What follows belongs to an exercise in optimizing a design on an open flow for small area; a production flow would make more cautious choices. Function was checked by simulation only, so behaviour that the tests miss may differ from the original. No activity file was given, so power comes from the tool's default toggle rates. The clock port is modelled as an ideal driver; clocking choices that lean on that would not hold on a real chip.

// framecodec_rx
module framecodec_rx (
    input  wire        clk,
    input  wire        rst,          
    input  wire        bus_req,
    input  wire        bus_we,
    input  wire [11:0] bus_addr,
    input  wire [31:0] bus_wdata,
    output reg  [31:0] bus_rdata,
    output reg         bus_err,
    input  wire        rxd,
    output wire        irq
);
export LEC_CHECK = 0
export CAP_MARGIN = 20
export CORE_MARGIN = 2
export CORE_UTILIZATION = 80
export SLEW_MARGIN = 20
export SYNTH_HIERARCHICAL = 1
export SYNTH_MINIMUM_KEEP_SIZE = 0
create_clock -name core_clock -period 10.0 [get_ports {clk}]
standard.sh (not shown) runs the stock make flow with config.mk's settings and CLKGATE_MAP_FILE= SYNTH_SCRIPT=/design/flow/synth_recipe.tcl, a recipe that flattens the netlist after the stock synthesis.
==> flow/flow/run.sh <==
#!/bin/bash
# Own layout flow: the standard ORFS flow (standard.sh, unchanged synthesis,
# floorplan, power grid and tap cells), with two changes:
#  - clock tree: no dummy loads, sink clusters of up to 30 flip-flops within
#    80 um, driven by buf_12 (as strong as clkbuf_16 at these loads, and
#    smaller), clkbuf_16 at the root (the default tree balances with
#    hundreds of dummy loads and small clusters);
#  - port buffers: every input and output port still gets a buffer, of the
#    smallest buffer cell.
# Each step's full output goes to a log of its own in this folder.
set -euo pipefail
export CTS_ARGS="-sink_clustering_enable -repair_clock_nets -dont_use_dummy_load -sink_clustering_size 30 -sink_clustering_max_diameter 80 -buf_list sky130_fd_sc_hd__buf_12 -root_buf sky130_fd_sc_hd__clkbuf_16"
export BUFFER_PORTS_ARGS="-buffer_cell sky130_fd_sc_hd__buf_1"
for step in synth floorplan place cts route finish; do
    bash standard.sh "$step" > "flow_$step.log" 2>&1
done
test -f out/final.def
The starting point finished with timing, DRC and antenna clean.
Then changed:
--- a/flow/flow/run.sh
+++ b/flow/flow/run.sh
@@ -3,3 +3,3 @@
 # floorplan, power grid and tap cells), with two changes:
-#  - clock tree: no dummy loads, sink clusters of up to 30 flip-flops within
+#  - clock tree: no dummy loads, sink clusters of up to 27 flip-flops within
 #    80 um, driven by buf_12 (as strong as clkbuf_16 at these loads, and
@@ -11,3 +11,3 @@
 set -euo pipefail
-export CTS_ARGS="-sink_clustering_enable -repair_clock_nets -dont_use_dummy_load -sink_clustering_size 30 -sink_clustering_max_diameter 80 -buf_list sky130_fd_sc_hd__buf_12 -root_buf sky130_fd_sc_hd__clkbuf_16"
+export CTS_ARGS="-sink_clustering_enable -repair_clock_nets -dont_use_dummy_load -sink_clustering_size 27 -sink_clustering_max_diameter 80 -buf_list sky130_fd_sc_hd__buf_12 -root_buf sky130_fd_sc_hd__clkbuf_16"
 export BUFFER_PORTS_ARGS="-buffer_cell sky130_fd_sc_hd__buf_1"
--- a/flow/config.mk
+++ b/flow/config.mk
@@ -9,3 +9,3 @@
 export CORE_MARGIN = 2
-export CORE_UTILIZATION = 80
+export CORE_UTILIZATION = 70
 export SLEW_MARGIN = 20
The new run finished clean. Combinational power increases by about 1%. Synthesized cell count is unchanged. Wire length goes down by 4.8%. Core utilization fell by 10 points. Clock-buffer cell count goes up by 8. Setup slack got worse by 0.27 ns. Global-route usage went down by 5.9 points. Final cell count rises by 3.5%. Hold slack is better by 0.0055 ns.
Then changed:
--- a/flow/flow/run.sh
+++ b/flow/flow/run.sh
@@ -3,3 +3,3 @@
 # floorplan, power grid and tap cells), with two changes:
-#  - clock tree: no dummy loads, sink clusters of up to 27 flip-flops within
+#  - clock tree: no dummy loads, sink clusters of up to 28 flip-flops within
 #    80 um, driven by buf_12 (as strong as clkbuf_16 at these loads, and
@@ -11,3 +11,3 @@
 set -euo pipefail
-export CTS_ARGS="-sink_clustering_enable -repair_clock_nets -dont_use_dummy_load -sink_clustering_size 27 -sink_clustering_max_diameter 80 -buf_list sky130_fd_sc_hd__buf_12 -root_buf sky130_fd_sc_hd__clkbuf_16"
+export CTS_ARGS="-sink_clustering_enable -repair_clock_nets -dont_use_dummy_load -sink_clustering_size 28 -sink_clustering_max_diameter 80 -buf_list sky130_fd_sc_hd__buf_12 -root_buf sky130_fd_sc_hd__clkbuf_16"
 export BUFFER_PORTS_ARGS="-buffer_cell sky130_fd_sc_hd__buf_1"
Effect:
- The new run ran to the end with no violations
- routed wire length hardly moves
- non-clock buffer count stays the same
- count of clock-buffer cells in the layout went down by 3

==> port drivers added, routing unchanged <==
No port has a modelled driver above. Below, the same layouts with a new extraction and two added sets of constraints.
Step 1 sets driving cells, clkbuf_16 on the clock port and buf_2 on the other inputs (assumed; they add their load-dependent delay and slew).
Step 2 adds t to the input delays and takes it off the output delays; t is the mean of the earliest and latest rising clock arrival at the registers after step 1. Input paths then give back, and output paths get back, about the clock's delay inside the block.
a / b / c = ideal / step 1 / step 2; a / b = the first two.
| run | shift t [ns] | setup slack, ns | worst slew at a driven data input, ns | cell pins on the clock port's net |
|---|---|---|---|---|
| the first run | 0.699 | 1.614 / 1.664 / 0.965 | 0.04 | 1 |
| the second run | 0.704 | 1.339 / 1.385 / 0.681 | 0.04 | 1 |
| the third run | 0.695 | 1.396 / 1.441 / 0.746 | 0.04 | 1 |
After both steps setup and hold are still met in every run listed. The setup slack of the second run, which loses most, moves by +0.046 ns with the drivers and by -0.658 ns with both steps.
